From an optimization exercise on the open Yosys and OpenROAD flow, aimed at small area, a short achievable clock period and few clock cycles per item; shortcuts taken in it are not production practice.
The RTL was checked by simulation tests, not by an equivalence proof against the original design.
No activity file was given, so power comes from the tool's default toggle rates.

===== design/flow/flow/run.sh =====
#!/bin/bash
# Own layout flow: the standard synthesis, then the standard ORFS steps with
# different repair settings (the SDC and clock period are unchanged): a larger
# setup margin for timing repair and the extra ORFS variables in flow/knobs.txt.
set -euo pipefail
W="$(pwd)"
MARGIN="$(cat flow/margin.txt)"
EXTRA="$(cat flow/knobs.txt 2>/dev/null || true)"
bash standard.sh synth > "$W/synth.log" 2>&1
# the same make command and knobs as standard.sh, with SETUP_SLACK_MARGIN raised
KNOBS=$(grep '^make ' standard.sh | sed -e 's/^.*CLKGATE_MAP_FILE= //' -e 's/ "\${@:-finish}"$//' -e 's/SETUP_SLACK_MARGIN=[^ ]*//')
eval make -C "$FLOW_HOME" DESIGN_CONFIG="$W/config.mk" WORK_HOME="$W/orfs" CLKGATE_MAP_FILE= \
    $KNOBS SETUP_SLACK_MARGIN="$MARGIN" $EXTRA finish > "$W/layout.log" 2>&1
R="$W/orfs/results/$FLOW_PLATFORM/gp_core/base"
: # left out here: write the final layout as DEF

===== design/flow/standard.sh =====
#!/bin/bash
# synth_recipe.tcl (not shown) runs the flow's synth.tcl, then flattens the netlist and writes it again
# the make line also repeats each setting of config.mk as NAME=value (left out here)
make -C /OpenROAD-flow-scripts/flow DESIGN_CONFIG=/design/flow/config.mk WORK_HOME=/design/flow/orfs CLKGATE_MAP_FILE= SYNTH_SCRIPT=/design/flow/synth_recipe.tcl "${@:-finish}"

===== design/flow/flow/margin.txt =====
6.0

===== design/flow/constraint.sdc =====
create_clock -name core_clock -period 11.0 [get_ports {clk}]
set_input_delay 2.2000 -clock core_clock [delete_from_list [all_inputs] [get_ports {clk}]]
set_output_delay 2.2000 -clock core_clock [all_outputs]
set_load 0.01 [all_outputs]

===== design/flow/design.v =====
module gp_md (
    input  wire        clk,
    input  wire        rst,
    input  wire        load,        
    input  wire        start,       
    input  wire        is_div,
    input  wire [63:0] a,
    input  wire [63:0] b,
    input  wire        w64,
    input  wire [1:0]  ra,
    input  wire [1:0]  rb,
    input  wire        alias_b,
    output wire        busy,
    output wire        busy_n,      
    output wire        wr,          
    output wire [1:0]  wr_idx,
    output wire [63:0] wr_val,
    output wire        fl_wr,       
    output wire        fl_z,
    output wire        fl_n,
    output wire        fl_v_wr,
    output wire        fl_v,
    output wire        sh_act,
    output wire [63:0] sh_in,
    output wire [5:0]  sh_amt,
    output wire        sh_zero,     
    input  wire [63:0] sh_out
);
    localparam [2:0] S_IDLE = 3'd0, S_NORM = 3'd1, S_STEP = 3'd2,
                     S_WB1 = 3'd3, S_WB2 = 3'd4, S_CORR = 3'd5;
    reg [2:0]  st;
    reg [64:0] R;                  
    reg [63:0] M, X;
    reg [65:0] M3;                 
    reg [5:0]  C;
    reg [6:0]  msh;                
    reg [7:0]  dsh;                
    reg        a_small, modd;
    reg [5:0]  cnt;
    reg        div, sgnq, sgna, wide, al, same, wr1, need2;
    reg [1:0]  r_a, r_b;
    assign busy = (st != S_IDLE);
    wire [63:0] mag_a = a[63] ? (~a + 64'd1) : a;
    wire [63:0] mag_b = b[63] ? (~b + 64'd1) : b;
    wire [6:0]  lzs_a, lzs_b;
    gp_lzc u_lza (.v(a ^ {64{a[63]}}), .n(lzs_a));
    gp_lzc u_lzb (.v(b ^ {64{b[63]}}), .n(lzs_b));
    wire        p2_a  = a[63] && ((a[62:0] & ~a[63:1]) == 63'd0);
    wire        p2_b  = b[63] && ((b[62:0] & ~b[63:1]) == 63'd0);
    wire        s_asm = (lzs_a >= lzs_b);               
    wire        q_neg  = (lzs_b < lzs_a) && !p2_a;
    wire        q_zero = (lzs_b == lzs_a) && !p2_a && !p2_b;
    wire [6:0]  msh_a = {lzs_a[6:2] + {4'd0, !p2_a & (lzs_a[1:0] == 2'd3)}, 2'b00};
    wire [6:0]  msh_b = {lzs_b[6:2] + {4'd0, !p2_b & (lzs_b[1:0] == 2'd3)}, 2'b00};
    wire        ab_a  = p2_a ? (lzs_a[1:0] == 2'd0) : (lzs_a[1:0] == 2'd3);
    wire        ab_b  = p2_b ? (lzs_b[1:0] == 2'd0) : (lzs_b[1:0] == 2'd3);
    wire [7:0]  s_dsh = {1'b0, lzs_b} - {1'b0, lzs_a} + {7'd0, p2_a} - {7'd0, p2_b};
    wire        s_same  = (ra == rb);
    wire        s_keepr = is_div ? alias_b : !alias_b;
    wire        s_two   = is_div | w64;
    wire       mnone   = msh[6];                        
    assign sh_act = (st == S_NORM);
    assign sh_in  = (!div && a_small) ? R[63:0] : M;
    assign sh_amt = div ? dsh[5:0] : msh[5:0];
    assign sh_zero = sh_act && !div && mnone;
    wire [1:0]  dh = X[63:62];
    wire [1:0]  dl = X[61:60];
    wire        rneg = R[64];
    wire        in_norm = (st == S_NORM);
    wire [63:0] mcand = a_small ? M : R[63:0];
    wire [65:0] mh = (dh == 2'd0) ? 66'd0 : (dh == 2'd1) ? {2'b00, M} :
                     (dh == 2'd2) ? {1'b0, M, 1'b0} : M3;
    wire [65:0] ml = (dl == 2'd0) ? 66'd0 : (dl == 2'd1) ? {2'b00, M} :
                     (dl == 2'd2) ? {1'b0, M, 1'b0} : M3;
    wire [69:0] op1 = div ? {{5{R[64]}}, R} : in_norm ? 70'd0 : {6'd0, R[59:0], 4'b0000};
    wire [69:0] op2 = div ? (rneg ? {6'd0, M} : {6'h3F, ~M}) :
                      in_norm ? {5'd0, mcand, 1'b0} : {2'b00, mh, 2'b00};
    wire [69:0] op3 = div ? 70'd0 : in_norm ? {6'd0, mcand} : {4'd0, ml};
    wire [69:0] t   = op1 + op2 + op3 + {69'd0, div & !rneg};
    wire [63:0] xm  = {X[59:0], R[63:60]} + {54'd0, C, 4'b0000};
    wire        r_zero  = (R[63:0] == 64'd0);
    wire        rl_zero = (R[62:0] == 63'd0);
    wire        x_zero  = (X == 64'd0);
    wire        in_wb1  = (st == S_WB1);
    wire [63:0] wv      = in_wb1 ? R[63:0] : X;
    wire        wneg    = (in_wb1 && div) ? sgna : sgnq;
    wire        wcin    = in_wb1 | div | r_zero;
    reg  [63:0] pre_or;
    integer k;
    always @(*) begin
        pre_or[0] = 1'b0;
        for (k = 1; k < 64; k = k + 1) pre_or[k] = pre_or[k-1] | wv[k-1];
    end
    assign wr_val = wv ^ ({64{wneg}} & (pre_or | {64{!wcin}}));
    assign wr     = (in_wb1 && wr1) || (st == S_WB2);
    assign wr_idx = (in_wb1 ^ div) ? r_a : r_b;
    assign fl_wr  = in_wb1;
    assign fl_z   = div ? x_zero : (!wide && r_zero);
    assign fl_n   = div ? (sgnq ? !x_zero : X[63])
                        : (wide ? sgnq : (sgnq ? (R[63] ? rl_zero : !r_zero) : R[63]));
    assign fl_v_wr = in_wb1 && div;
    assign fl_v   = sgna && !r_zero;
    assign busy_n = !rst && ((st == S_IDLE) ? start :
                             in_wb1 ? need2 : (st != S_WB2));
    always @(posedge clk) begin
        if (rst) begin
            st <= S_IDLE;
        end else begin
            case (st)
                S_IDLE: begin
                    r_a  <= ra;
                    r_b  <= rb;
                    if (load) begin
                        R       <= {1'b0, mag_a};
                        M       <= mag_b;
                        X       <= 64'd0;
                        C       <= 2'd0;
                        a_small <= s_asm;
                        modd    <= s_asm ? ab_a : ab_b;
                        msh     <= s_asm ? msh_a : msh_b;
                        dsh     <= s_dsh;
                        cnt     <= s_dsh[5:0];
                        div     <= is_div;
                        sgna    <= a[63];
                        wide    <= w64;
                        wr1     <= !(s_two && s_same && !s_keepr);
                        need2   <= s_two && !(s_same && s_keepr);
                    end
                    sgnq <= (a[63] ^ b[63]) & start;
                    if (start) st <= !is_div ? S_NORM : q_neg ? S_WB1 :
                                      q_zero ? S_STEP : S_NORM;
                end
                S_NORM: begin
                    if (div) begin
                        st  <= dsh[7] ? S_WB1 : S_STEP;
                        M   <= sh_out;
                    end else begin
                        st  <= mnone ? S_WB1 : S_STEP;
                        X   <= sh_out;
                        M   <= mcand;
                        M3  <= t[65:0];
                        R   <= {1'b0, modd ? mcand : 64'd0};
                        cnt <= 6'd15 - {2'b00, msh[5:2]};
                    end
                end
                S_STEP: begin
                    if (div) begin
                        R <= t[64:0];
                        X <= {X[62:0], !t[64]};
                        if (cnt != 6'd0) M <= {1'b0, M[63:1]};
                    end else begin
                        R <= {1'b0, t[63:0]};
                        X <= xm;
                        C <= t[69:64];
                    end
                    cnt <= cnt - 6'd1;
                    if (cnt == 6'd0) st <= (div && t[64]) ? S_CORR : S_WB1;
                end
                S_CORR: begin
                    R  <= t[64:0];
                    st <= S_WB1;
                end
                S_WB1: begin
                    st <= need2 ? S_WB2 : S_IDLE;
                    X  <= X + {58'd0, C};
                end
                default: st <= S_IDLE;
            endcase
        end
    end
endmodule
module gp_lzc (
    input  wire [63:0] v,
    output wire [6:0]  n
);
    wire [31:0] z1; wire [31:0] c1;
    wire [15:0] z2; wire [31:0] c2;
    wire [7:0]  z3; wire [23:0] c3;
    wire [3:0]  z4; wire [15:0] c4;
    wire [1:0]  z5; wire [9:0]  c5;
    genvar g;
    generate
        for (g = 0; g < 32; g = g + 1) begin : l1
            assign z1[g] = ~(v[2*g+1] | v[2*g]);
            assign c1[g] = ~v[2*g+1];
        end
        for (g = 0; g < 16; g = g + 1) begin : l2
            assign z2[g] = z1[2*g+1] & z1[2*g];
            assign c2[2*g+1:2*g] = z1[2*g+1] ? {1'b1, c1[2*g]} : {1'b0, c1[2*g+1]};
        end
        for (g = 0; g < 8; g = g + 1) begin : l3
            assign z3[g] = z2[2*g+1] & z2[2*g];
            assign c3[3*g+2:3*g] = z2[2*g+1] ? {1'b1, c2[4*g+1:4*g]} : {1'b0, c2[4*g+3:4*g+2]};
        end
        for (g = 0; g < 4; g = g + 1) begin : l4
            assign z4[g] = z3[2*g+1] & z3[2*g];
            assign c4[4*g+3:4*g] = z3[2*g+1] ? {1'b1, c3[6*g+2:6*g]} : {1'b0, c3[6*g+5:6*g+3]};
        end
        for (g = 0; g < 2; g = g + 1) begin : l5
            assign z5[g] = z4[2*g+1] & z4[2*g];
            assign c5[5*g+4:5*g] = z4[2*g+1] ? {1'b1, c4[8*g+3:8*g]} : {1'b0, c4[8*g+7:8*g+4]};
        end
    endgenerate
    wire zall = z5[1] & z5[0];
    assign n = zall ? 7'd64 : {1'b0, z5[1] ? {1'b1, c5[4:0]} : {1'b0, c5[9:5]}};
endmodule
module gp_core (
    input  wire        clk,
    input  wire        rst,           
    input  wire        cmd_valid,
    output wire        cmd_ready,
    input  wire [31:0] cmd,
    input  wire [63:0] d,
    input  wire        alias_b_last,  
    output reg         rsp_valid,
    output reg  [63:0] q,
    output reg  [2:0]  err
);
    localparam [2:0] E_NONE  = 3'd0, E_FIELD = 3'd1, E_DIV0 = 3'd2,
                     E_OVFL  = 3'd3, E_UNFL  = 3'd4, E_ILLEGAL = 3'd5;
    reg [63:0] x0, x1, x2, x3;    
    reg [31:0] sw;                
    reg        zn_pend;           
    reg [1:0]  zn_idx;
    reg [31:0] ptr0, ptr1, cnt0, cnt1, pc, sb;
    reg [15:0] ofs0, ofs1, ix0, ix1, ixs0, ixs1, cnts0, cnts1, sp;
    reg [7:0]  mem0, mem1, mem2, mem3, mem4, mem5, mem6, mem7,
               mem8, mem9, mem10, mem11, mem12, mem13, mem14, mem15;
    reg [4:0]  sfree;             
    wire [1:0] sw_os = sw[19:18];
    reg        rdy;
    reg        s1_v;
    reg [7:0]  s1_op;
    reg [1:0]  s1_ra, s1_rb, s1_ci, s1_wf;
    reg [3:0]  s1_f;
    reg [63:0] s1_d;              
    reg        s1_al;
    reg        s1_ill;
    reg        s1_big;            
    reg        s1_gt1, s1_gt3, s1_gt7;
    reg [63:0] a_op;              
    reg [63:0] bx_op;             
    reg        s1_subm;
    reg [3:0]  s1_n;              
    reg        k_add, k_sub, k_logic, k_and, k_or, k_cmp, k_shl, k_shr, k_sar,
               k_mul, k_div, k_sext, k_set, k_getu, k_geti, k_sw, k_rfrd,
               k_rfwr, k_rst, k_push, k_pop;
    wire [7:0] c_op = cmd[31:24];
    wire [1:0] c_ra = cmd[23:22];
    wire [1:0] c_rb = cmd[21:20];
    wire [1:0] c_ci = cmd[19:18];
    wire [1:0] c_wf = cmd[17:16];
    wire [7:0] c_f  = cmd[15:8];
    wire c_alu  = (c_op[7:4] == 4'h1) && (c_op[3:0] <= 4'hB);
    wire c_rr   = (c_op[7:4] == 4'h1) && ((c_op[3:0] <= 4'h5) || c_op[3:0] == 4'h9 || c_op[3:0] == 4'hA);
    wire c_adsb = (c_op[7:1] == 7'h08);
    wire c_sext = (c_op == 8'h1B);
    wire c_reg  = (c_op[7:4] == 4'h2);
    wire c_swc  = (c_op[7:4] == 4'h3) || (c_op[7:4] == 4'h4);
    wire c_rf   = (c_op == 8'h50) || (c_op == 8'h51);
    wire c_rst  = (c_op == 8'h52);
    wire c_stk  = (c_op[7:3] == 5'b01100);
    wire c_known = c_alu || c_sext || c_reg || c_swc || c_rf || c_rst || c_stk;
    wire c_ill = !c_known
               || (cmd[7:0] != 8'd0)
               || (!(c_alu || c_sext || c_reg) && c_ra != 2'd0)
               || (!c_rr && c_rb != 2'd0)
               || (!c_adsb && c_ci != 2'd0)
               || (!c_sext && c_wf != 2'd0)
               || (!c_rf && c_f != 8'd0)
               || (c_adsb && c_ci == 2'd3)
               || (c_rf && c_f > 8'd14);
    wire c_ok = !c_ill;
    wire c_set = (c_op[7:3] == 5'b00100);
    function [63:0] sext;
        input [63:0] v;
        input [1:0]  sz;
        begin
            case (sz)
                2'd0: sext = {{56{v[7]}},  v[7:0]};
                2'd1: sext = {{48{v[15]}}, v[15:0]};
                2'd2: sext = {{32{v[31]}}, v[31:0]};
                default: sext = v;
            endcase
        end
    endfunction
    function [63:0] zext;
        input [63:0] v;
        input [1:0]  sz;
        begin
            case (sz)
                2'd0: zext = {56'd0, v[7:0]};
                2'd1: zext = {48'd0, v[15:0]};
                2'd2: zext = {32'd0, v[31:0]};
                default: zext = v;
            endcase
        end
    endfunction
    assign cmd_ready = rdy;
    wire accept = cmd_valid && rdy;
    wire [7:0] op = s1_op;
    wire [1:0] ra = s1_ra;
    wire [1:0] rb = s1_rb;
    wire md_busy, md_busy_nx;
    wire fire = s1_v && !md_busy;
    wire [63:0] a  = a_op;
    wire [63:0] bx = bx_op;
    wire        cin_sel = (s1_ci == 2'd0) ? 1'b0 : (s1_ci == 2'd1) ? 1'b1 : sw[31];
    wire        cin     = (k_add | k_sub) & cin_sel;
    wire [65:0] sum2    = {1'b0, a, 1'b1} + {1'b0, bx, s1_subm ^ cin};
    wire [63:0] raw     = sum2[64:1];
    wire        co      = sum2[65];
    wire        b_ones  = (bx == 64'd0);
    wire        c_add   = co & !((&bx) & cin);        
    wire        c_sub   = co | (b_ones & cin);        
    wire [63:0] lg = ({64{k_and}} & (a & bx)) | ({64{k_or}} & (a | bx)) |
                     ({64{!k_and && !k_or}} & (a ^ bx));
    wire        md_sh, md_shz;
    wire [63:0] md_shin;
    wire [5:0]  md_shamt;
    reg  [63:0] a_rev, md_rev;
    integer i;
    always @(*) begin
        for (i = 0; i < 64; i = i + 1) begin
            a_rev[i]  = a[63 - i];
            md_rev[i] = md_shin[63 - i];
        end
    end
    wire [1:0]  wsel = (k_sext ? s1_wf : 2'd0) | ((k_getu | k_geti) ? op[1:0] : 2'd0) |
                       (k_shr ? sw_os : 2'd0) |
                       ((k_sext | k_getu | k_geti | k_shr) ? 2'd0 : 2'd3);
    wire [63:0] ext_a = (k_getu | k_shr) ? zext(a, wsel) : sext(a, wsel);
    wire        fill  = k_sar & a[63] & !md_sh;
    wire [63:0] sh_in = md_sh ? md_rev :
                        (({64{k_shl}} & a_rev) | ({64{k_shr}} & ext_a) | ({64{!k_shl && !k_shr}} & a));
    wire [5:0]  shn   = md_sh ? md_shamt : s1_d[5:0];
    wire [64:0] sh_e  = $signed({fill, sh_in}) >>> shn;
    wire [63:0] sh_y  = ((s1_big & !md_sh) | md_shz) ? {64{fill}} : sh_e[63:0];
    reg  [63:0] sh_l;             
    always @(*) begin
        for (i = 0; i < 64; i = i + 1) sh_l[i] = sh_y[63 - i];
    end
    wire a_zero = (a == 64'd0);
    wire b_zero = (bx == 64'd0);                      
    wire mul_z  = k_mul & (a_zero | b_zero);
    wire w64    = (sw_os == 2'd3);
    wire        md_wr, md_fl, md_flz, md_fln, md_flv_wr, md_flv;
    wire [1:0]  md_idx;
    wire [63:0] md_val;
    gp_md u_md (
        .clk(clk), .rst(rst),
        .load(fire & (k_mul | k_div)),
        .start(fire & ((k_mul & !mul_z) | (k_div & !b_zero))),
        .is_div(k_div), .a(a), .b(bx), .w64(w64),
        .ra(ra), .rb(rb), .alias_b(s1_al),
        .busy(md_busy), .busy_n(md_busy_nx),
        .wr(md_wr), .wr_idx(md_idx), .wr_val(md_val),
        .fl_wr(md_fl), .fl_z(md_flz), .fl_n(md_fln),
        .fl_v_wr(md_flv_wr), .fl_v(md_flv),
        .sh_act(md_sh), .sh_in(md_shin), .sh_amt(md_shamt), .sh_zero(md_shz), .sh_out(sh_l)
    );
    wire        ex = !md_wr;
    wire        g_os = ex & (k_add | k_sub | k_logic | k_shl | k_shr);
    wire [63:0] pre_os = ({64{k_add | k_sub}} & raw) | ({64{k_logic}} & lg) |
                         ({64{k_shl}} & sh_l) | ({64{k_shr}} & sh_y);
    wire [63:0] rf_val = ({64{g_os}} & sext(pre_os, sw_os)) |
                         ({64{ex & k_sar}} & sh_y) |
                         ({64{ex & k_sext}} & ext_a) |
                         ({64{ex & k_set}} & s1_d) |
                         ({64{md_wr}} & md_val);
    wire        wr_a = k_add | k_sub | k_logic | k_shl | k_shr | k_sar | k_sext | k_set | mul_z;
    wire        zn_lazy = k_add | k_sub | k_logic | k_shl | k_shr | k_sar;
    wire zx0 = (x0 == 64'd0), zx1 = (x1 == 64'd0), zx2 = (x2 == 64'd0), zx3 = (x3 == 64'd0);
    wire z_pend = (zn_idx == 2'd0) ? zx0 : (zn_idx == 2'd1) ? zx1 : (zn_idx == 2'd2) ? zx2 : zx3;
    wire n_pend = (zn_idx == 2'd0) ? x0[63] : (zn_idx == 2'd1) ? x1[63] : (zn_idx == 2'd2) ? x2[63] : x3[63];
    wire z_eff  = zn_pend ? z_pend : sw[29];
    wire n_eff  = zn_pend ? n_pend : sw[28];
    wire [31:0] sw_eff = {sw[31:30], z_eff, n_eff, sw[27:0]};
    wire r_msb = (sw_os == 2'd0) ? raw[7] : (sw_os == 2'd1) ? raw[15] :
                 (sw_os == 2'd2) ? raw[31] : raw[63];
    wire [7:0] sop = op;
    wire s3 = k_sw && !sop[6];
    wire [3:0] sl = sop[3:0];
    wire f_set = s3 && (sl == 4'h1 || sl == 4'h4 || sl == 4'h7 || sl == 4'hA || sl == 4'hD);
    wire f_clr = s3 && (sl == 4'h2 || sl == 4'h5 || sl == 4'h8 || sl == 4'hB || sl == 4'hE);
    wire f_get = s3 && (sl == 4'h3 || sl == 4'h6 || sl == 4'h9 || sl == 4'hC || sl == 4'hF);
    wire [2:0] f_which = (sl <= 4'h3) ? 3'd0 : (sl <= 4'h6) ? 3'd1 : (sl <= 4'h9) ? 3'd2 :
                         (sl <= 4'hC) ? 3'd3 : 3'd4;       
    wire sel_even = k_sw && sop[7:4] == 4'h4 && sop[3:0] <= 4'hB && !sop[0];
    wire sel_get  = k_sw && sop[7:4] == 4'h4 && sop[3:0] <= 4'hB && sop[0];
    wire [2:0] sel_fld = sop[3:1];                           
    wire sel_bad = sel_even && ((sel_fld == 3'd0) ? s1_gt7 :
                                (sel_fld == 3'd2 || sel_fld == 3'd3) ? s1_gt1 : s1_gt3);
    wire set_sys = k_sw && sop == 8'h4C;
    wire set_usr = k_sw && sop == 8'h4E;
    reg [31:0] sw_n;
    always @(*) begin
        sw_n = sw;
        sw_n[29] = z_eff;
        sw_n[28] = n_eff;
        if (k_add) begin
            sw_n[31] = c_add;
            sw_n[30] = (a[63] == bx[63]) && (r_msb != a[63]);
        end
        if (k_sub) begin
            sw_n[31] = c_sub;
            sw_n[30] = (a[63] == bx[63]) && (r_msb != a[63]);
        end
        if (k_cmp) begin
            sw_n[31] = co;
            sw_n[30] = (a[63] != bx[63]) ? co : !bx[63];
            sw_n[29] = ((a ^ bx) == {64{1'b1}});
        end
        if (mul_z) begin
            sw_n[29] = 1'b1;
            sw_n[28] = 1'b0;
        end
        if (f_set | f_clr) begin
            case (f_which)
                3'd0: sw_n[31] = f_set;
                3'd1: sw_n[30] = f_set;
                3'd2: sw_n[29] = f_set;
                3'd3: sw_n[28] = f_set;
                default: sw_n[24] = f_set;
            endcase
        end
        if (sel_even && !sel_bad) begin
            case (sel_fld)
                3'd0: sw_n[27:25] = s1_d[2:0];
                3'd1: sw_n[23:22] = s1_d[1:0];
                3'd2: sw_n[21]    = s1_d[0];
                3'd3: sw_n[20]    = s1_d[0];
                3'd4: sw_n[19:18] = s1_d[1:0];
                default: sw_n[17:16] = s1_d[1:0];
            endcase
        end
        if (set_sys) sw_n[15:8] = s1_d[7:0];
        if (set_usr) sw_n[7:0]  = s1_d[7:0];
    end
    wire [4:0] base1 = sfree - 5'd1, base2 = sfree - 5'd2, base4 = sfree - 5'd4, base8 = sfree - 5'd8;
    wire [4:0] push_base = ({5{s1_n[0]}} & base1) | ({5{s1_n[1]}} & base2) |
                           ({5{s1_n[2]}} & base4) | ({5{s1_n[3]}} & base8);
    wire       push_ok   = (s1_n[0] & (sfree >= 5'd1)) | (s1_n[1] & (sfree >= 5'd2)) |
                           (s1_n[2] & (sfree >= 5'd4)) | (s1_n[3] & (sfree >= 5'd8));
    wire [4:0] pop_end   = ({5{s1_n[0]}} & (sfree + 5'd1)) | ({5{s1_n[1]}} & (sfree + 5'd2)) |
                           ({5{s1_n[2]}} & (sfree + 5'd4)) | ({5{s1_n[3]}} & (sfree + 5'd8));
    wire       pop_ok    = (s1_n[0] & (sfree <= 5'd15)) | (s1_n[1] & (sfree <= 5'd14)) |
                           (s1_n[2] & (sfree <= 5'd12)) | (s1_n[3] & (sfree <= 5'd8));
    wire [63:0] mem_lo = {mem7, mem6, mem5, mem4, mem3, mem2, mem1, mem0};
    wire [63:0] mem_hi = {mem15, mem14, mem13, mem12, mem11, mem10, mem9, mem8};
    reg  [63:0] lanes;
    integer L;
    always @(*) begin
        for (L = 0; L < 8; L = L + 1) begin
            if ((sfree[4:3] == 2'd0 && L < sfree[2:0]) || (sfree[4:3] == 2'd1 && L >= sfree[2:0]))
                lanes[8*L +: 8] = mem_hi[8*L +: 8];
            else
                lanes[8*L +: 8] = mem_lo[8*L +: 8];
        end
    end
    wire [63:0] rot_in  = k_push ? s1_d : lanes;
    wire [2:0]  rot_amt = k_push ? (3'd0 - push_base[2:0]) : sfree[2:0];    
    wire [63:0] rot1 = rot_amt[0] ? {rot_in[7:0], rot_in[63:8]} : rot_in;
    wire [63:0] rot2 = rot_amt[1] ? {rot1[15:0],  rot1[63:16]}  : rot1;
    wire [63:0] rot  = rot_amt[2] ? {rot2[31:0],  rot2[63:32]}  : rot2;
    wire [63:0] pop_val = {{32{s1_n[3]}}, {16{s1_n[3] | s1_n[2]}}, {8{!s1_n[0]}}, 8'hFF} & rot;
    wire        do_push = fire & k_push & push_ok;
    wire        do_pop  = fire & k_pop & pop_ok;
    wire [15:0] mwe;
    genvar gi;
    generate
        for (gi = 0; gi < 16; gi = gi + 1) begin : g_mwe
            assign mwe[gi] = do_push && (gi < sfree) &&
                             ((s1_n[0] & (gi >= base1)) | (s1_n[1] & (gi >= base2)) |
                              (s1_n[2] & (gi >= base4)) | (s1_n[3] & (gi >= base8)));
        end
    endgenerate
    reg [31:0] spr_rd;
    always @(*) begin
        case (s1_f)
            4'd0:  spr_rd = ptr0;
            4'd1:  spr_rd = ptr1;
            4'd2:  spr_rd = {16'd0, ofs0};
            4'd3:  spr_rd = {16'd0, ofs1};
            4'd4:  spr_rd = {16'd0, ix0};
            4'd5:  spr_rd = {16'd0, ix1};
            4'd6:  spr_rd = {16'd0, ixs0};
            4'd7:  spr_rd = {16'd0, ixs1};
            4'd8:  spr_rd = cnt0;
            4'd9:  spr_rd = cnt1;
            4'd10: spr_rd = {16'd0, cnts0};
            4'd11: spr_rd = {16'd0, cnts1};
            4'd12: spr_rd = pc;
            4'd13: spr_rd = sb;
            default: spr_rd = {16'd0, sp};
        endcase
    end
    reg [31:0] q_sw;               
    always @(*) begin
        q_sw = 32'd0;
        if (sop == 8'h30) q_sw = sw_eff;
        if (f_get) begin
            case (f_which)
                3'd0: q_sw[0] = sw[31];
                3'd1: q_sw[0] = sw[30];
                3'd2: q_sw[0] = z_eff;
                3'd3: q_sw[0] = n_eff;
                default: q_sw[0] = sw[24];
            endcase
        end
        if (sel_get) begin
            case (sel_fld)
                3'd0: q_sw[2:0] = sw[27:25];
                3'd1: q_sw[1:0] = sw[23:22];
                3'd2: q_sw[0]   = sw[21];
                3'd3: q_sw[0]   = sw[20];
                3'd4: q_sw[1:0] = sw[19:18];
                default: q_sw[1:0] = sw[17:16];
            endcase
        end
        if (sop == 8'h4D) q_sw[7:0] = sw[15:8];
        if (sop == 8'h4F) q_sw[7:0] = sw[7:0];
    end
    wire [63:0] q_n = ({64{k_getu | k_geti}} & ext_a) |
                      ({64{k_sw}} & {32'd0, q_sw}) |
                      ({64{k_rfrd}} & {32'd0, spr_rd}) |
                      ({64{k_pop & pop_ok}} & pop_val);
    wire [2:0]  err_n = s1_ill ? E_ILLEGAL :
                        sel_bad ? E_FIELD :
                        (k_div & b_zero) ? E_DIV0 :
                        (k_push & !push_ok) ? E_OVFL :
                        (k_pop & !pop_ok) ? E_UNFL : E_NONE;
    wire        clear  = rst | (fire & k_rst);        
    wire        rf_we  = md_wr | (fire & wr_a);
    wire [1:0]  rf_idx = md_wr ? md_idx : ra;
    wire        rf_we2 = fire & mul_z & w64;
    wire [3:0]  rf_en;
    assign rf_en[0] = clear || (rf_we && rf_idx == 2'd0) || (rf_we2 && rb == 2'd0);
    assign rf_en[1] = clear || (rf_we && rf_idx == 2'd1) || (rf_we2 && rb == 2'd1);
    assign rf_en[2] = clear || (rf_we && rf_idx == 2'd2) || (rf_we2 && rb == 2'd2);
    assign rf_en[3] = clear || (rf_we && rf_idx == 2'd3) || (rf_we2 && rb == 2'd3);
    wire        s1_v_n = accept | (s1_v & !fire);
    wire [63:0] rf_d   = {64{!clear}} & rf_val;
    wire        s1_hold = s1_v & !fire;
    wire        c_subm = (c_op == 8'h11) || (c_op == 8'h15);
    wire [1:0]  sel_ra = s1_hold ? s1_ra : c_ra;
    wire [1:0]  sel_rb = s1_hold ? s1_rb : c_rb;
    wire        subm_n = s1_hold ? s1_subm : c_subm;
    reg  [63:0] xr_a, xr_b;
    always @(*) begin
        case (sel_ra)
            2'd0: xr_a = x0; 2'd1: xr_a = x1; 2'd2: xr_a = x2; default: xr_a = x3;
        endcase
        case (sel_rb)
            2'd0: xr_b = x0; 2'd1: xr_b = x1; 2'd2: xr_b = x2; default: xr_b = x3;
        endcase
    end
    always @(posedge clk) begin
        if (rst) begin
            rdy       <= 1'b1;
            s1_v      <= 1'b0;
            rsp_valid <= 1'b0;
            sfree     <= 5'd16;
        end else begin
            s1_v      <= s1_v_n;
            rsp_valid <= fire;
            if (do_push) sfree <= push_base;
            if (do_pop)  sfree <= pop_end;
            rdy <= !s1_v_n || !md_busy_nx;
        end
        q   <= q_n;
        err <= err_n;
        a_op  <= rf_en[sel_ra] ? rf_d : xr_a;
        bx_op <= (rf_en[sel_rb] ? rf_d : xr_b) ^ {64{subm_n}};
        if (accept) begin
            s1_subm <= c_subm;
            s1_n    <= {c_op[1:0] == 2'd3, c_op[1:0] == 2'd2, c_op[1:0] == 2'd1, c_op[1:0] == 2'd0};
            s1_op   <= c_op;
            s1_ra   <= c_ra;
            s1_rb   <= c_rb;
            s1_ci   <= c_ci;
            s1_wf   <= c_wf;
            s1_f    <= c_f[3:0];
            s1_d    <= c_set ? sext(d, c_op[1:0]) : d;
            s1_al   <= alias_b_last;
            s1_ill  <= c_ill;
            s1_big  <= |d[63:6];
            s1_gt1  <= |d[63:1];
            s1_gt3  <= |d[63:2];
            s1_gt7  <= |d[63:3];
            k_add   <= c_ok && c_op == 8'h10;
            k_sub   <= c_ok && c_op == 8'h11;
            k_and   <= c_ok && c_op == 8'h12;
            k_or    <= c_ok && c_op == 8'h13;
            k_logic <= c_ok && (c_op == 8'h12 || c_op == 8'h13 || c_op == 8'h14);
            k_cmp   <= c_ok && c_op == 8'h15;
            k_shl   <= c_ok && c_op == 8'h16;
            k_shr   <= c_ok && c_op == 8'h17;
            k_sar   <= c_ok && c_op == 8'h18;
            k_mul   <= c_ok && c_op == 8'h19;
            k_div   <= c_ok && c_op == 8'h1A;
            k_sext  <= c_ok && c_op == 8'h1B;
            k_set   <= c_ok && c_set;
            k_getu  <= c_ok && c_op[7:2] == 6'b001010;
            k_geti  <= c_ok && c_op[7:2] == 6'b001011;
            k_sw    <= c_ok && c_swc;
            k_rfrd  <= c_ok && c_op == 8'h50;
            k_rfwr  <= c_ok && c_op == 8'h51;
            k_rst   <= c_ok && c_rst;
            k_push  <= c_ok && c_op[7:2] == 6'b011000;
            k_pop   <= c_ok && c_op[7:2] == 6'b011001;
        end
    end
    always @(posedge clk) begin
        if (rf_en[0]) x0 <= rf_d;
        if (rf_en[1]) x1 <= rf_d;
        if (rf_en[2]) x2 <= rf_d;
        if (rf_en[3]) x3 <= rf_d;
    end
    always @(posedge clk) begin
        if (clear) begin
            sw      <= 32'd0;
            zn_pend <= 1'b0;
        end else if (md_fl) begin
            sw[29]  <= md_flz;
            sw[28]  <= md_fln;
            if (md_flv_wr) sw[30] <= md_flv;
            zn_pend <= 1'b0;
        end else if (fire) begin
            sw      <= sw_n;
            zn_pend <= zn_lazy;
            zn_idx  <= ra;
        end else if (zn_pend) begin
            sw[29]  <= z_pend;
            sw[28]  <= n_pend;
            zn_pend <= 1'b0;
        end
    end
    wire        spw  = fire & k_rfwr;
    wire [31:0] spd  = {32{!clear}} & s1_d[31:0];
    wire [31:0] sbd  = {s1_d[31:17] | {15{clear}}, spd[16:0]};
    wire [15:0] spd1 = s1_d[15:0] | {16{clear}};
    always @(posedge clk) begin
        if (clear || (spw && s1_f == 4'd0))  ptr0  <= spd;
        if (clear || (spw && s1_f == 4'd1))  ptr1  <= spd;
        if (clear || (spw && s1_f == 4'd2))  ofs0  <= spd[15:0];
        if (clear || (spw && s1_f == 4'd3))  ofs1  <= spd[15:0];
        if (clear || (spw && s1_f == 4'd4))  ix0   <= spd[15:0];
        if (clear || (spw && s1_f == 4'd5))  ix1   <= spd[15:0];
        if (clear || (spw && s1_f == 4'd6))  ixs0  <= spd[15:0];
        if (clear || (spw && s1_f == 4'd7))  ixs1  <= spd[15:0];
        if (clear || (spw && s1_f == 4'd8))  cnt0  <= spd;
        if (clear || (spw && s1_f == 4'd9))  cnt1  <= spd;
        if (clear || (spw && s1_f == 4'd10)) cnts0 <= spd[15:0];
        if (clear || (spw && s1_f == 4'd11)) cnts1 <= spd[15:0];
        if (clear || (spw && s1_f == 4'd12)) pc    <= spd;
        if (clear || (spw && s1_f == 4'd13)) sb    <= sbd;
        if (clear || (spw && s1_f == 4'd14)) sp    <= spd1;
    end
    always @(posedge clk) begin
        if (mwe[0])  mem0  <= rot[7:0];
        if (mwe[1])  mem1  <= rot[15:8];
        if (mwe[2])  mem2  <= rot[23:16];
        if (mwe[3])  mem3  <= rot[31:24];
        if (mwe[4])  mem4  <= rot[39:32];
        if (mwe[5])  mem5  <= rot[47:40];
        if (mwe[6])  mem6  <= rot[55:48];
        if (mwe[7])  mem7  <= rot[63:56];
        if (mwe[8])  mem8  <= rot[7:0];
        if (mwe[9])  mem9  <= rot[15:8];
        if (mwe[10]) mem10 <= rot[23:16];
        if (mwe[11]) mem11 <= rot[31:24];
        if (mwe[12]) mem12 <= rot[39:32];
        if (mwe[13]) mem13 <= rot[47:40];
        if (mwe[14]) mem14 <= rot[55:48];
        if (mwe[15]) mem15 <= rot[63:56];
    end
endmodule

===== design/flow/config.mk =====
export PLATFORM = sky130hd
export DESIGN_NAME = gp_core
export DESIGN_NICKNAME = gp_core
export VERILOG_FILES = /design/flow/design.v
export SDC_FILE = /design/flow/constraint.sdc
export NUM_CORES = 8
export LEC_CHECK = 0
export CAP_MARGIN = 30
export CORE_MARGIN = 2
export CORE_UTILIZATION = 40
export SLEW_MARGIN = 20

==> results of run 1 <==
[state kept, by name, summed over array words and instances, names as in the netlist, 64 cells and up]
| register | count |
|---|---|
| s1_d | 64 |
| q | 64 |
| x0 | 64 |
| a_op | 64 |
| u_md.M | 64 |
| x2 | 64 |
| x3 | 64 |
| u_md.R | 65 |
| x1 | 64 |
| u_md.M3 | 66 |
| bx_op | 64 |
| u_md.X | 64 |
[layer usage]
metal	global-route usage, %	share of wire (%)	up-vias
met3	33.6	18	3701
met1	62.5	34	57700
met4	42.6	11	68
met5	10.7	0.44	-
met2	68.1	36	12600
li1	-	-	44200
[synthesized netlist by cell type (69+ instances only)]
| master | n | share of area [%] |
|---|---|---|
| a21o_1 | 163 | 1.2 |
| o31ai_1 | 106 | 0.77 |
| and3_1 | 126 | 0.77 |
| a21oi_1 | 776 | 3.8 |
| mux4_2 | 138 | 3.0 |
| nand2b_1 | 102 | 0.62 |
| nand3_1 | 270 | 1.3 |
| nand2_1 | 1175 | 4.3 |
| xnor2_1 | 380 | 3.2 |
| buf_2 | 69 | 0.34 |
| a31oi_1 | 127 | 0.77 |
| mux2_2 | 249 | 2.7 |
| inv_1 | 378 | 1.4 |
| nand4_1 | 110 | 0.67 |
| a221o_1 | 226 | 2.2 |
| buf_1 | 115 | 0.42 |
| edfxtp_1 | 1133 | 33 |
| a211oi_1 | 179 | 1.3 |
| a22oi_1 | 262 | 1.9 |
| fa_1 | 72 | 1.4 |
| mux2i_1 | 352 | 3.4 |
| o21ai_0 | 683 | 3.3 |
| dfxtp_1 | 239 | 4.6 |
| a221oi_1 | 128 | 1.1 |
| nor3_1 | 258 | 1.3 |
| nor2b_1 | 104 | 0.63 |
| o221ai_1 | 89 | 0.76 |
| nor2_1 | 767 | 2.8 |
| o211ai_1 | 155 | 1.1 |
| and2_1 | 86 | 0.52 |
| xor2_1 | 99 | 0.84 |
| nor4_1 | 165 | 1.0 |
| clkbuf_1 | 775 | 2.8 |
| ha_1 | 268 | 3.3 |
[worst max-delay path: stages (launching register included)]
cell       delay [ns]
edfxtp_1         0.58
buf_4            0.31
inv_2            0.21
nor2_1           0.63
a211oi_1         0.17
buf_4            0.26
a211oi_4         0.31
nor2_1           0.14
mux4_2           0.54
a211oi_4         0.45
a2111oi_2        0.19
a21o_1           0.25
nor2b_1          0.19
or4_4            0.64
a211oi_4         0.35
nor2_1           0.15
[worst max path at each step]
stage / cells past startpoint / end / start
after floorplan: 8 / a_op[14] / rst
after detailed placement: 15 / x1[49] / u_md.st[1]
after global placement: 19 / bx_op[29] / s1_ci[1]
final: 15 / x3[63] / k_shl
after global routing: 25 / u_md.R[59] / u_md.st[0]
after CTS: 26 / u_md.R[49] / u_md.st[0]
[timing repair]
item,4_1_cts,5_1_grt
endpoints found under the hold margin,0,0
endpoints found under the setup margin,986,508
resized for setup,1050,799
pin swaps,189,228
setup buffers,356,215
gates cloned,51,45
[final cells by class]
cell class	instances	area, um^2	area share, %
Clock inverter	102	1210	0.916
Clock buffer	202	4450	3.37
Tap cell	3384	4230	3.20
Multi-Input combinational cell	8517	66500	50.3
Sequential cell	1372	38900	29.4
Timing Repair inverter	2	17.5	0.0132
Antenna cell	112	280	0.212
Inverter	395	1670	1.26
Timing Repair Buffer	1393	15000	11.3
[power groups by stage]
stage,sequential [W],clock [W],combinational (W)
global placement,0.00958,0,0.0251
CTS,0.00953,0.00587,0.0288
global route,0.00971,0.00607,0.0343
finish,0.00981,0.00591,0.0347
detailed placement,0.00963,0,0.0253
floorplan,0.00850,0,0.0144
[logic make-up after synthesis]
kind of cell	Yosys count	synth area share [%]
mux	752	9.35
compound gates	3537	23.6
flops	1372	37.7
xor+xnor	479	4.07
fa+ha+maj	340	4.65
buf+inv	1369	5.16
simple gates	3398	15.5
[through the flow]
step           setup WS (ns)  cell area (um^2)  hold WS [ns]  utilization, %  std cells
5_1_grt                 5.43            132000         0.521            51.5      15400
3_5_place_dp            3.78            111000         0.479            43.2      14400
3_3_place_gp            2.75            110000         0.477            42.9      14300
6_report                5.31            132000         0.504            51.6      15500
2_1_floorplan           5.17            104000         0.424               -      11200
4_1_cts                 5.66            125000         0.498            48.8      15100
==> impl_metrics.json, run 1 <==
{
  "status": "timing/DRC/antenna clean",
  "reg2reg_to": "x3[63]",
  "start_kind": "register",
  "cts_buffers": 169,
  "yosysSeqAreaShare_pct": 37.7,
  "vias": 118000,
  "required_ns": 11.61,
  "coreArea_um2": 256000,
  "whs_endpoint": "err[1]",
  "clock_path_buffers": 4,
  "async_reset_ff_share_pct": 0,
  "clkLatencyLatePin_ns": 0.94,
  "portBuffers": 168,
  "first_pass_iters": 14,
  "p_seq_share_pct": 19.5,
  "globalplace.congestion": 1.21,
  "synth_edf_count": 1133,
  "end_kind": "register",
  "fin_nets": 12300,
  "synthFlopType": "edfxtp_1",
  "cts.sinks": 1372,
  "rows": 186,
  "vias_per_cell": 7.64,
  "num_io_pins": 169,
  "cts_tree": "done",
  "power.density_nw_per_um2": 381,
  "period_minus_slack_ns": 5.69,
  "pwr-share-comb_pct": 68.8,
  "power_w": 0.0504,
  "ys_ff_latch": 1372,
  "period_share_pct": 51.7,
  "r2r_start": "k_shl",
  "path_class": "reg -> reg",
  "reg2reg_depth": 15,
  "cts-root-buf": "clkbuf_16",
  "grt_pass1_vias": 103000,
  "drc": 0,
  "drtIter0Drc": 24500,
  "clock_skew_ns": 0.0789,
  "r2r_slack_ns": 5.31,
  "areaGrowthSynthToFinish_pct": 28.4,
  "dpl.hpwl_mm": 516,
  "grt_pass1_wl_mm": 955,
  "drive_above_1_share_pct": 26.6,
  "cts_hold_buf": 0,
  "final_antenna_net_count": 0,
  "final_common_cell": "edfxtp_1",
  "setup_viol": 0,
  "p_sw_share_pct": 54.5,
  "max_cap_viol_count": 0,
  "syn_avg_cell_area_um2": 9.16,
  "routed_wl_mm": 744,
  "cts.clk_slew.worst_paths_ns": 0.07,
  "synthCells": 11200,
  "initial_core_util_pct": 40.2,
  "dieWidth_um": 512,
  "antenna_found_initial": 132,
  "synth_area_um2": 103000,
  "grt-ovfl-total": 0,
  "yosys_warnings": 2,
  "hold_violations": 0,
  "synthDistinctLibCells": 110,
  "p_int_w": 0.0229,
  "worstHoldStart": "s1_ill",
  "min_path_cells": 1,
  "dieArea_um2": 262000,
  "leakage_nw": 49.0,
  "cp.arrival_ns": 6.30,
  "power_switching_w": 0.0275,
  "final_cell_mix": "1133 x edfxtp_1, 1083 x nand2_1, 827 x buf_4, 660 x a21oi_1, 652 x nor2_1",
  "critPathMaxFanout": 18,
  "grt_max_degree": 103,
  "ir_drop_mv": 0.256,
  "cts_max_level": 4,
  "finalSetupTns_ns": 0,
  "wl_per_cell_um": 48.0,
  "worst_slew_pin_slew_ns": 1.25,
  "track_usage_pct": 53.8,
  "die_h_um": 512,
  "slew_headroom_pct": 16.9,
  "finalMaxSlewViolations": 0,
  "hold_class": "reg -> reg",
  "rsz0062_at_grt": "true",
  "clock_power_share_pct": 11.7,
  "fill_cells": 23100,
  "fmax_mhz": 176
}
Testbench counts, summed over its fixed seeds: cycles 22,308, items 16,000.
==> run 2, diff against run 1 <==
==> design/flow/flow/knobs.txt (new file) <==
BUFFER_PORTS_ARGS="-buffer_cell sky130_fd_sc_hd__buf_2"
--- a/design/flow/config.mk
+++ b/design/flow/config.mk
@@ -6,6 +6,7 @@
 export NUM_CORES = 8
 export LEC_CHECK = 0
-export CAP_MARGIN = 30
+export CAP_MARGIN = 40
 export CORE_MARGIN = 2
 export CORE_UTILIZATION = 40
 export SLEW_MARGIN = 20
+export SYNTH_HIERARCHICAL = 1
==> impl_metrics.json, run 2 <==
{
  "clock_path_buffers": 4,
  "grt_pass1_vias": 103000,
  "synthMuxAreaShare_pct": 10.5,
  "power_w": 0.0422,
  "coreArea_um2": 263000,
  "place_area_um2": 113000,
  "finalSetupTns_ns": 0,
  "ys_top_cells_by_area": "edfxtp_1 32%, dfxtp_1 4.5%, mux2i_1 4.0%",
  "clock_skew_ns": 0.111,
  "hold_ws_ns": 0.459,
  "cts.sinks": 1372,
  "worst_slew_pin_slew_ns": 1.24,
  "yosysSeqAreaShare_pct": 36.7,
  "num_io_pins": 169,
  "clkLatencyLatePin_ns": 0.92,
  "dieArea_um2": 269000,
  "hold_violations": 0,
  "dieWidth_um": 518,
  "cts_tree": "done",
  "cp.arrival_ns": 5.99,
  "period_minus_slack_ns": 5.28,
  "final_common_cell": "edfxtp_1",
  "synthDistinctLibCells": 132,
  "rows": 188,
  "vias_per_cell": 7.54,
  "violations": "antenna rules",
  "cts-root-buf": "clkbuf_16",
  "rsz0062_at_grt": "true",
  "path_class": "reg -> reg",
  "place_worst_setup_slack_ns": 3.45,
  "largest_reg_flops": 66,
  "fin_area_um2": 129000,
  "end_kind": "register",
  "required_ns": 11.71,
  "globalplace.congestion": 1.19,
  "antenna_found_initial": 128,
  "largest-register": "u_md.M3",
  "cts_hold_buf": 0,
  "fin_nets": 12200,
  "synthFlopType": "edfxtp_1",
  "period_share_pct": 48.0,
  "routed_wl_mm": 730,
  "vias": 117000,
  "dpl.hpwl_mm": 519,
  "wl_per_cell_um": 47.1,
  "cts_max_level": 4,
  "areaGrowthSynthToFinish_pct": 21.8,
  "ys_ff_latch": 1372,
  "synth_most_common_cell": "edfxtp_1",
  "critPathMaxFanout": 8,
  "finalMaxSlewViolations": 0,
  "status": "finished with violations",
  "final_antenna_net_count": 1,
  "synth_xor_area_share_pct": 5.34,
  "final_cell_mix": "1133 x edfxtp_1, 851 x nand2_1, 752 x nor2_1, 747 x a21oi_1, 700 x buf_4",
  "hold_class": "reg -> reg",
  "drtIter0Drc": 21800,
  "cts.clk_slew.worst_paths_ns": 0.06,
  "synth_edf_count": 1133,
  "synthCells": 11400,
  "cts_buffers": 167,
  "leakage_nw": 48.3,
  "use_met2_pct": 69.7,
  "syn_avg_cell_area_um2": 9.31,
  "drc": 0,
  "setup_viol": 0,
  "yosysTopAreaCellShare_pct": 32.1,
  "yosysTopAreaCell": "edfxtp_1",
  "fill_cells": 24400,
  "slew_headroom_pct": 17.2,
  "synthTopCellsByCount": "1133 x edfxtp_1, 875 x nand2_1, 833 x a21oi_1",
  "power.density_nw_per_um2": 328,
  "top_usage_layer": "met2",
  "biggestRegsByFlops": "u_md.M3 x66, u_md.R x65",
  "ir_drop_mv": 0.331,
  "yosys_warnings": 8,
  "grt_pass1_wl_mm": 951,
  "grt-ovfl-total": 0,
  "synthAdderAreaFrac_pct": 4.52,
  "synth_area_um2": 106000,
  "initial_core_util_pct": 40.3,
  "max_cap_viol_count": 0,
  "synth_compound_area_share_pct": 22.8,
  "grt_max_degree": 72,
  "use_met1_pct": 60.9,
  "drive_above_1_share_pct": 24.3,
  "async_reset_ff_share_pct": 0,
  "first_pass_iters": 13,
  "synthSimpleGateAreaFrac_pct": 14.8,
  "synth_top_family_by_area": "compound AO/OA/AOI/OAI gates",
  "start_kind": "register",
  "worst_slack_ns": 5.72,
  "portBuffers": 168,
  "use_met3_pct": 25.1,
  "fmax_mhz": 189,
  "track_usage_pct": 51.7,
  "die_h_um": 518
}
-- run 2: where the power goes --
part | total, W | internal (W) | switching [W]
clock network | 0.00553 | 0.00314 | 0.00239
registers | 0.00895 | 0.00742 | 0.00153
logic | 0.0278 | 0.00898 | 0.0188
-- run 2: worst paths after layout --
check,endpoint,slack (ns),startpoint,cells after the start
max,u_md.X[0],5.72,u_md.X[61],22
min,sw[2],0.46,sw[2],2
max reg2reg,u_md.X[0],5.72,u_md.X[61],22
min reg2reg,sw[2],0.46,sw[2],2
-- run 2: kinds of logic (layout without fill, tap and decap cells) --
group / Yosys count / in the layout
AOI/OAI and AO/OA: 3486 / 3496
xor gates and xnor gates: 645 / 645
adders and majority gates: 339 / 339
buffers and inverters: 1425 / 1900
DFF: 1372 / 1372
muxes: 900 / 904
other: 1 / 110
and+or+nand+nor: 3200 / 3204
-- run 2: metrics by stage --
stage               utilization, %  instances
global placement              42.5      14600
finish                        49.1      15500
global route                  49.0      15400
floorplan                        -      11400
detailed placement            42.9      14700
CTS                           47.3      15200
-- run 2: critical path, stage by stage, from the launching register on --
cell and delay [ns]:
edfxtp_1 0.40, buf_12 0.18, buf_6 0.12, nor2b_4 0.16, buf_6 0.13, buf_12 0.14
clkbuf_16 0.19, a221oi_2 0.07, or3_4 0.38, fa_1 0.53, inv_2 0.05, ha_4 0.17
or4_4 0.54, o221a_4 0.31, a21oi_2 0.17, buf_6 0.16, o21ai_4 0.10, a41oi_4 0.28
o211ai_1 0.12, buf_4 0.18, a211o_4 0.37, a31o_4 0.24, o21ai_2 0.11
-- run 2: routing by layer --
metal / vias to the layer above / part of all wire [%]
met1: 57200 / 34
met2: 11700 / 39
met4: 80 / 11
met3: 3414 / 16
met5: - / 0.14
li1: 44300 / -
-- run 2: per-module statistics from Yosys (local to each module, per instance) --
| module | times used | cell area, um^2 | cells inside | flip-flops and latches |
|---|---|---|---|---|
| gp_lzc | 2 | 742 | 123 | 0 |
| gp_md | 1 | 36200 | 4314 | 298 |
| gp_core | 1 | 68200 | 6808 | 1074 |
-- run 2: layout make-up --
class	instances	area (um^2)	share of cell area, %
antenna	106	265	0.206
clock buffer	215	4600	3.57
clock inverter	77	668	0.518
inverter	437	1810	1.40
multi-input combinational	8592	66800	51.9
sequential	1372	38900	30.1
tap	3515	4400	3.41
timing repair buffer	1164	11400	8.83
timing repair inverter	7	83.8	0.0650
-- run 2: what timing repair did --
action | in CTS | in global routing
buffers inserted | 187 | 144
resized for setup | 716 | 492
cloned | 50 | 19
endpoints found under the setup margin | 822 | 464
pin swaps | 112 | 138
==> run 3, diff against run 2 <==
--- a/design/flow/config.mk
+++ b/design/flow/config.mk
@@ -8,5 +8,5 @@
 export CAP_MARGIN = 40
 export CORE_MARGIN = 2
-export CORE_UTILIZATION = 40
+export CORE_UTILIZATION = 35
 export SLEW_MARGIN = 20
 export SYNTH_HIERARCHICAL = 1
==> impl_metrics.json, run 3 <==
{
  "status": "timing/DRC/antenna clean",
  "dieArea_um2": 307000,
  "coreArea_um2": 300000,
  "yosys_warnings": 8,
  "grt_pass1_vias": 99600,
  "power_w": 0.0415,
  "clkLatencyLatePin_ns": 0.99,
  "final_util_pct": 42.5,
  "cts_buffers": 165,
  "die_h_um": 554,
  "cts-root-buf": "clkbuf_16",
  "antenna_found_initial": 108,
  "cts_tree": "done",
  "dpl.hpwl_mm": 479,
  "async_reset_ff_share_pct": 0,
  "dieWidth_um": 554,
  "period_minus_slack_ns": 5.26,
  "largest_reg_flops": 66,
  "multi_input_area_um2": 66300,
  "finalSetupTns_ns": 0,
  "num_io_pins": 169,
  "cts.sinks": 1372,
  "cts.clk_slew.worst_paths_ns": 0.07,
  "p_int_w": 0.0194,
  "leakage_nw": 47.5,
  "yosysTopAreaCell": "edfxtp_1",
  "start_kind": "register",
  "worst_slew_pin_slew_ns": 1.11,
  "power.density_nw_per_um2": 325,
  "p_seq_share_pct": 21.7,
  "yosysSeqAreaShare_pct": 36.7,
  "fin_area_um2": 128000,
  "finalMaxSlewViolations": 0,
  "synthFlopType": "edfxtp_1",
  "slew_headroom_pct": 25.6,
  "rsz0062_at_grt": "true",
  "initial_core_util_pct": 35.3,
  "drc": 0,
  "hold_ws_ns": 0.454,
  "critPathMaxFanout": 44,
  "synthTopCellsByCount": "1133 x edfxtp_1, 875 x nand2_1, 833 x a21oi_1",
  "clock_path_buffers": 4,
  "ys_ff_latch": 1372,
  "routed_wl_mm": 688,
  "p_sw_share_pct": 53.3,
  "globalplace.congestion": 1.16,
  "required_ns": 11.77,
  "vias": 114000,
  "final_antenna_net_count": 0,
  "yosysTopAreaCellShare_pct": 32.1,
  "vias_per_cell": 7.21,
  "syn_avg_cell_area_um2": 9.31,
  "areaGrowthSynthToFinish_pct": 20.7,
  "drive_above_1_share_pct": 23.3,
  "synthDistinctLibCells": 132,
  "cp.arrival_ns": 6.03,
  "drtIter0Drc": 21400,
  "power_switching_w": 0.0221,
  "cts_max_level": 4,
  "cts_hold_buf": 0,
  "grt_max_degree": 82,
  "clock_skew_ns": 0.116,
  "seq_area_um2": 38900,
  "place_area_um2": 113000,
  "fin_nets": 12100,
  "period_share_pct": 47.8,
  "final_common_cell": "edfxtp_1",
  "grt_pass1_wl_mm": 899,
  "synthCells": 11400,
  "wl_per_cell_um": 43.5,
  "fmax_mhz": 190,
  "synth_edf_count": 1133,
  "track_usage_pct": 42.6,
  "first_pass_iters": 10,
  "hold_violations": 0,
  "rows": 201,
  "fill_cells": 29300,
  "hold_class": "reg -> reg",
  "setup_viol": 0,
  "portBuffers": 168,
  "ir_drop_mv": 0.204,
  "max_cap_viol_count": 0,
  "end_kind": "register",
  "final_cell_mix": "1133 x edfxtp_1, 852 x nand2_1, 763 x nor2_1, 737 x a21oi_1, 612 x buf_4",
  "biggestRegsByFlops": "u_md.M3 x66, u_md.R x65",
  "synth_most_common_cell": "edfxtp_1",
  "clock_power_share_pct": 13.7,
  "synth_area_um2": 106000,
  "ys_top_cells_by_area": "edfxtp_1 32%, dfxtp_1 4.5%, mux2i_1 4.0%",
  "pwr-share-comb_pct": 64.6,
  "grt-ovfl-total": 0,
  "path_class": "reg -> reg",
  "largest-register": "u_md.M3"
}
run 3: cell counts after synthesis:
No cell type changed its count.
run 3: worst paths after layout:
check / from / end / slack (ns) / depth (start not counted)
worst max-delay path: k_shr / x0[10] / 5.74 / 14
worst min-delay path: sw[1] / sw[1] / 0.45 / 2
worst max register to register: k_shr / x0[10] / 5.74 / 14
worst min register to register: sw[1] / sw[1] / 0.45 / 2
run 3: metrics by stage:
| stage | setup WS (ns) | cells |
|---|---|---|
| 6_report | 5.74 | 15800 |
| 5_1_grt | 5.72 | 15700 |
| 4_1_cts | 5.86 | 15500 |
| 3_5_place_dp | 3.66 | 15000 |
| 3_3_place_gp | 3.51 | 14900 |
| 2_1_floorplan | 5.95 | 11400 |
run 3: cell type report:
class / instances / share of cell area, %
Sequential cell: 1372 / 30.4
Timing Repair Buffer: 1044 / 7.96
Multi-Input combinational cell: 8589 / 51.9
Tap cell: 3958 / 3.88
Clock inverter: 89 / 0.682
Inverter: 437 / 1.36
Clock buffer: 213 / 3.53
Antenna cell: 129 / 0.253
Timing Repair inverter: 4 / 0.0313
run 3: routing by layer:
metal	vias to the layer above	share of wire, %	routed length, um	GRT usage [%]
li1	44100	-	-	-
met1	55900	35	243000	51.5
met2	11100	38	262000	56.2
met3	3059	16	113000	21.6
met4	48	10	69500	33.5
met5	-	0.070	485	0.625
run 3: worst max-delay path, cell delays in order, from the launching register on:
cell and delay, ns:
edfxtp_1 0.43, buf_12 0.19, or2_4 0.50, o22ai_1 0.58, a31oi_2 0.21, a211oi_4 0.52
a2bb2oi_4 0.36, o21bai_1 0.16, o21ba_2 0.25, a221oi_1 0.31, and3_1 0.36, buf_16 0.22
a221o_1 0.40, a21oi_2 0.11, nor2_1 0.24
run 3: Yosys stat by module, one instance, submodules excluded:
| module | cells | copies in the design | flops+latches |
|---|---|---|---|
| gp_lzc | 123 | 2 | 0 |
| gp_md | 4314 | 1 | 298 |
| gp_core | 6808 | 1 | 1074 |
run 3: timing repair:
item                       in CTS  in global routing
setup endpoints to repair     803                473
gates cloned                   45                 21
buffers inserted              147                114
pin swaps                      84                166
hold endpoints to repair        0                  0
gates resized for setup       581                498
run 3: cell families after synthesis:
logic type | synth area share [%]
and+or+nand+nor | 14.8
AOI/OAI and AO/OA | 22.8
adders and majority gates | 4.52
muxes | 10.5
xor gates and xnor gates | 5.34
other | 0.00354
DFF | 36.7
buffers and inverters | 5.39
run 3: power by group through the flow:
stage	Sequential (W)	Combinational [W]	Clock, W
2_1_floorplan	0.00824	0.0124	0
3_3_place_gp	0.00900	0.0210	0
3_5_place_dp	0.00896	0.0213	0
4_1_cts	0.00884	0.0231	0.00564
5_1_grt	0.00896	0.0269	0.00584
6_report	0.00901	0.0268	0.00567

==> what the ideal ports hide <==
The flow's constraints put no driver on any port. The routed layouts listed below were extracted and timed again, unchanged, in two steps. Step 1 (the two cells are an assumption about what drives the block):
set clk [get_ports {clk}]
set_driving_cell -lib_cell sky130_fd_sc_hd__clkbuf_16 $clk
set_driving_cell -lib_cell sky130_fd_sc_hd__buf_2 [delete_from_list [all_inputs] $clk]
Step 2 moves the port delays by t, midway between the first and last clock arrival at a register: inputs arrive t later, outputs are due t later. That takes back most of the time a late clock gives input paths. Slacks: ideal / step 1 / step 2; pairs: ideal / step 1.
run | t (ns) | slack for setup (ns) | worst register clock-pin slew, ns
run 1 | 0.998 | 5.313 / 5.313 / 4.983 | 0.07 / 0.07
run 2 | 0.977 | 5.721 / 5.721 / 5.200 | 0.07 / 0.07
run 3 | 1.024 | 5.742 / 5.742 / 5.147 | 0.07 / 0.07
The setup slack of run 3, which loses most, moves by 0.000 ns with the drivers and by -0.595 ns with both steps.
